This design comes from an exercise in tuning for small area, a short achievable clock period and few clock cycles per item on the open sky130 flow, not from production work.
Only simulation tests tie the RTL to the original design; equivalence was not proved.

==> inputs of branch tundra <==
## gps_codec
module gps_codec (
    input  wire        clk,
    input  wire        rst,
    input  wire        in_valid,
    output wire        in_ready,
    input  wire        fix,
    input  wire [7:0]  num_sat,
    input  wire [31:0] lat,
    input  wire [31:0] lon,
    input  wire [15:0] speed,
    input  wire [31:0] alt,
    input  wire [15:0] dist_home,
    input  wire [15:0] dir_home,
    output reg         out_valid,
    input  wire        out_ready,
    output wire [15:0] speed_kmh,
    output wire        lat_south,
    output wire [15:0] lat_degmin,
    output wire [15:0] lat_sec,
    output wire        lon_west,
    output wire [15:0] lon_degmin,
    output wire [15:0] lon_sec,
    output wire [15:0] dist_out,
    output wire [15:0] alt_out,
    output wire [7:0]  num_sat_out,
    output wire [7:0]  fix_char,
    output wire [7:0]  dir_out
);
  reg [4:0] lat_r;
  reg [14:0] lat_x;
  reg [9:0] lat_r6;
  reg [2:0] lat_mh;
  reg [0:0] lat_h;
  reg [4:0] lon_r;
  reg [14:0] lon_x;
  reg [9:0] lon_r6;
  reg [2:0] lon_mh;
  reg [0:0] lon_h;
  reg [9:0] spd_q;
  reg [15:0] alt_r;
  reg [15:0] dist_r;
  reg [7:0] sat_r;
  reg [7:0] dir_r;
  reg [0:0] fix_r;
  wire n1 = lat[31] & lat[0];
  wire n2 = lat[1] ^ n1;
  wire n3 = lat[0] | lat[1];
  wire n4 = lat[31] & n3;
  wire n5 = lat[2] ^ n4;
  wire n6 = n3 | lat[2];
  wire n7 = lat[31] & n6;
  wire n8 = lat[3] ^ n7;
  wire n9 = n6 | lat[3];
  wire n10 = lat[31] & n9;
  wire n11 = lat[4] ^ n10;
  wire n12 = n9 | lat[4];
  wire n13 = lat[31] & n12;
  wire n14 = lat[5] ^ n13;
  wire n15 = n12 | lat[5];
  wire n16 = lat[31] & n15;
  wire n17 = lat[6] ^ n16;
  wire n18 = n15 | lat[6];
  wire n19 = lat[31] & n18;
  wire n20 = lat[7] ^ n19;
  wire n21 = n18 | lat[7];
  wire n22 = lat[31] & n21;
  wire n23 = lat[8] ^ n22;
  wire n24 = n21 | lat[8];
  wire n25 = lat[31] & n24;
  wire n26 = lat[9] ^ n25;
  wire n27 = n24 | lat[9];
  wire n28 = lat[31] & n27;
  wire n29 = lat[10] ^ n28;
  wire n30 = n27 | lat[10];
  wire n31 = lat[31] & n30;
  wire n32 = lat[11] ^ n31;
  wire n33 = n30 | lat[11];
  wire n34 = lat[31] & n33;
  wire n35 = lat[12] ^ n34;
  wire n36 = n33 | lat[12];
  wire n37 = lat[31] & n36;
  wire n38 = lat[13] ^ n37;
  wire n39 = n36 | lat[13];
  wire n40 = lat[31] & n39;
  ...
export LEC_CHECK = 0
export ABC_AREA = 1
export CAP_MARGIN = 20
export CORE_MARGIN = 2
export CORE_UTILIZATION = 65
export CTS_BUF_LIST = sky130_fd_sc_hd__clkbuf_4 sky130_fd_sc_hd__clkbuf_8
export PLACE_DENSITY = 0.75
export SLEW_MARGIN = 20
create_clock -name core_clock -period 120.0 [get_ports {clk}]
standard.sh (not shown) runs the stock make flow with config.mk's settings and CLKGATE_MAP_FILE= SYNTH_SCRIPT=/design/flow/synth_recipe.tcl, a recipe that flattens the netlist after the stock synthesis.
==> flow/flow/run.sh <==
#!/bin/bash
# The standard layout with these changes:
#  - synthesis skips ORFS's full/half-adder extraction and maps with
#    flow/abc_area.script instead of ORFS's abc script (everything else in
#    synth_recipe.tcl and ORFS's synth.tcl is unchanged: synth -nofsm -noshare,
#    flatten, the same renames);
#  - each port is buffered with the smallest buffer cell.
# Each tool's output goes to a log of its own here and under orfs/logs.
set -euo pipefail
HERE=$(pwd)
sed -e "s#^\( *\)log_cmd abc {\*}\$abc_args#\1set abc_args [lreplace \$abc_args 1 1 $HERE/flow/abc_area.script]\n\1log_cmd abc {*}\$abc_args#" \
    -e '/# Technology mapping of adders/,/# Technology mapping of latches/{/# Technology mapping of latches/!d}' \
    "$FLOW_HOME/scripts/synth.tcl" > "$HERE/synth_custom.tcl"
grep -q "abc_area.script" "$HERE/synth_custom.tcl"
! grep -q "extract_fa" "$HERE/synth_custom.tcl"
sed "s#source \$::env(SCRIPTS_DIR)/synth.tcl#source $HERE/synth_custom.tcl#" synth_recipe.tcl > "$HERE/synth_recipe_custom.tcl"
grep -q "synth_custom.tcl" "$HERE/synth_recipe_custom.tcl"
sed "s#SYNTH_SCRIPT=[^ ]*#SYNTH_SCRIPT=$HERE/synth_recipe_custom.tcl#" standard.sh > "$HERE/standard_custom.sh"
grep -q "synth_recipe_custom.tcl" "$HERE/standard_custom.sh"
bash "$HERE/standard_custom.sh" BUFFER_PORTS_ARGS="-buffer_cell sky130_fd_sc_hd__buf_1" finish > make_finish.log 2>&1
==> flow/flow/abc_area.script <==
strash; &get -n; &fraig -x; &put; scorr; dc2; strash; dch -f; amap; topo; stime -c; dnsize -c
==> branch pepper (differences from branch tundra) <==
--- a/flow/flow/run.sh
+++ b/flow/flow/run.sh
@@ -4,7 +4,9 @@
 #    flow/abc_area.script instead of ORFS's abc script (everything else in
 #    synth_recipe.tcl and ORFS's synth.tcl is unchanged: synth -nofsm -noshare,
 #    flatten, the same renames);
-#  - each port is buffered with the smallest buffer cell.
+#  - each port is buffered with the smallest buffer cell; after global
+#    placement, smallest buffers and inverters that drive more than eight
+#    loads are upsized (flow/post_gpl.tcl).
 # Each tool's output goes to a log of its own here and under orfs/logs.
 set -euo pipefail
 HERE=$(pwd)
@@ -17,4 +19,4 @@
 grep -q "synth_custom.tcl" "$HERE/synth_recipe_custom.tcl"
 sed "s#SYNTH_SCRIPT=[^ ]*#SYNTH_SCRIPT=$HERE/synth_recipe_custom.tcl#" standard.sh > "$HERE/standard_custom.sh"
 grep -q "synth_recipe_custom.tcl" "$HERE/standard_custom.sh"
-bash "$HERE/standard_custom.sh" BUFFER_PORTS_ARGS="-buffer_cell sky130_fd_sc_hd__buf_1" finish > make_finish.log 2>&1
+bash "$HERE/standard_custom.sh" BUFFER_PORTS_ARGS="-buffer_cell sky130_fd_sc_hd__buf_1" POST_GLOBAL_PLACE_TCL="$HERE/flow/post_gpl.tcl" finish > make_finish.log 2>&1
==> flow/flow/post_gpl.tcl (new file) <==
# After port buffering and global placement: a buffer or inverter of the
# smallest size that drives many loads (such as a sign bit) is upsized.
foreach inst [get_cells *] {
  set master [get_property $inst ref_name]
  if { ![regexp {^sky130_fd_sc_hd__(buf|inv|clkinv)_1$} $master -> kind] } { continue }
  set opin [get_pins -of_objects $inst -filter "direction == output"]
  set net [get_nets -of_objects $opin]
  set fo [llength [get_pins -of_objects $net -filter "direction == input"]]
  if { $fo > 8 } {
    set new [expr { $kind eq "buf" ? "sky130_fd_sc_hd__buf_4" : "sky130_fd_sc_hd__inv_4" }]
    puts "[get_full_name $inst] ($master): fanout $fo, $new"
    replace_cell $inst $new
  }
}

# The path from out_ready to in_ready has only a few cells between two
# ports; give each cell on it (port buffers included) the next drive strength.
proc upsize_one { inst } {
  set master [get_property $inst ref_name]
  if { [regexp {^(sky130_fd_sc_hd__[a-z0-9]+)_([0-9]+)$} $master -> base size] } {
    set new "${base}_[expr { $size * 2 }]"
    if { [llength [get_lib_cells -quiet */$new]] > 0 } {
      puts "[get_full_name $inst] ($master): $new"
      replace_cell $inst $new
    }
  }
}
set pin [get_pins -of_objects [get_nets -of_objects [get_ports in_ready]] -filter "direction == output"]
for { set i 0 } { $i < 4 && [llength $pin] == 1 } { incr i } {
  set inst [get_cells -of_objects $pin]
  upsize_one $inst
  set ins [get_pins -of_objects $inst -filter "direction == input"]
  set pin {}
  foreach p $ins {
    set drv [get_pins -quiet -of_objects [get_nets -of_objects $p] -filter "direction == output"]
    if { [llength $drv] == 1 } {
      set net [get_nets -of_objects $p]
      if { [llength [get_ports -quiet -of_objects $net]] == 0 } { set pin $drv }
    } else {
      # input port buffer's driver is the port itself: stop there
    }
  }
}
==> branch sierra (differences from branch tundra) <==
--- a/flow/config.mk
+++ b/flow/config.mk
@@ -8,7 +8,7 @@
 export ABC_AREA = 1
 export CAP_MARGIN = 20
 export CORE_MARGIN = 2
-export CORE_UTILIZATION = 65
+export CORE_UTILIZATION = 80
 export CTS_BUF_LIST = sky130_fd_sc_hd__clkbuf_4 sky130_fd_sc_hd__clkbuf_8
-export PLACE_DENSITY = 0.75
+export PLACE_DENSITY = 0.88
 export SLEW_MARGIN = 20
==> notes.md <==
- Die X: around 170 um
- Status: did not finish
- Post-synth EDFFs: 127
- Cell count after synthesis: 3,235
- Synth Area in Compound Gates: 33.67%
- Post-synth top cells: nor2_1 (823), nand2_1 (451), a21oi_1 (431), o21ai_0 (422), clkinv_1 (300)
- Row cnt: 61
- Die Ht: 173.1 um
- IO Pins: 297
- Initial core utilization: between 60% and 70%
- Buffers on Ports: 275
- Synth top area share: roughly a fifth
- First error: [ERROR STA-0100] unsupported object type Port.
- Stopping stage: global placement (3_3_place_gp)
That was branch pepper.
==> notes.md <==
- Row cnt: slightly above 60
- Initial core utilization: 66.53%
- Synth top area share: about a fifth
- Status: finished clean
- Post-synth top cells: nor2_1 (823), nand2_1 (451), a21oi_1 (431), o21ai_0 (422), clkinv_1 (300)
- Die X: 173.1 um
- IO Pins: approximately 300
- Cell count after synthesis: about 3,200
- Synth Area in Compound Gates: between 30% and 40%
That was branch tundra.
==> notes.md <==
- Status: finished clean
- Post-synth EDFFs: between 100 and 150
- IO Pins: between 200 and 300
- Die X: 156.4 um
- Synth Area in Compound Gates: approximately a third
- Cell count after synthesis: approximately 3,200
- Synth top area share: roughly a fifth
- Initial core utilization: about four fifths
That was branch sierra.
Testbench counts of branch tundra, summed over its fixed seeds: cycles 8,008, items 8,000.
Testbench counts of branch pepper, summed over its fixed seeds: cycles 8,008, items 8,000.
Testbench counts of branch sierra, summed over its fixed seeds: cycles 8,008, items 8,000.

[separate check: timing with driven ports]
Ports are ideal in the flow. The routed layouts listed here were re-timed in OpenROAD. Step 1 (the two cells are an assumption about what drives the block):
set clk [get_ports {clk}]
set_driving_cell -lib_cell sky130_fd_sc_hd__clkbuf_16 $clk
set_driving_cell -lib_cell sky130_fd_sc_hd__buf_2 [delete_from_list [all_inputs] $clk]
Step 2 also shifts input and output timing later by t, the mid clock arrival at the registers, as if the neighbouring blocks saw the same clock. Three values: ideal, step 1, step 2; two values: the first two.
run	t, ns	setup slack, ns	slew at the worst register clock pin (ns)
branch tundra	0.518	71.433 / 71.413 / 71.413	0.10 / 0.10
branch sierra	0.507	70.664 / 70.677 / 70.170	0.10 / 0.10
After both steps every run listed still meets setup and hold. The setup slack of branch sierra, which loses most, moves by +0.013 ns with the drivers and by -0.494 ns with both steps.
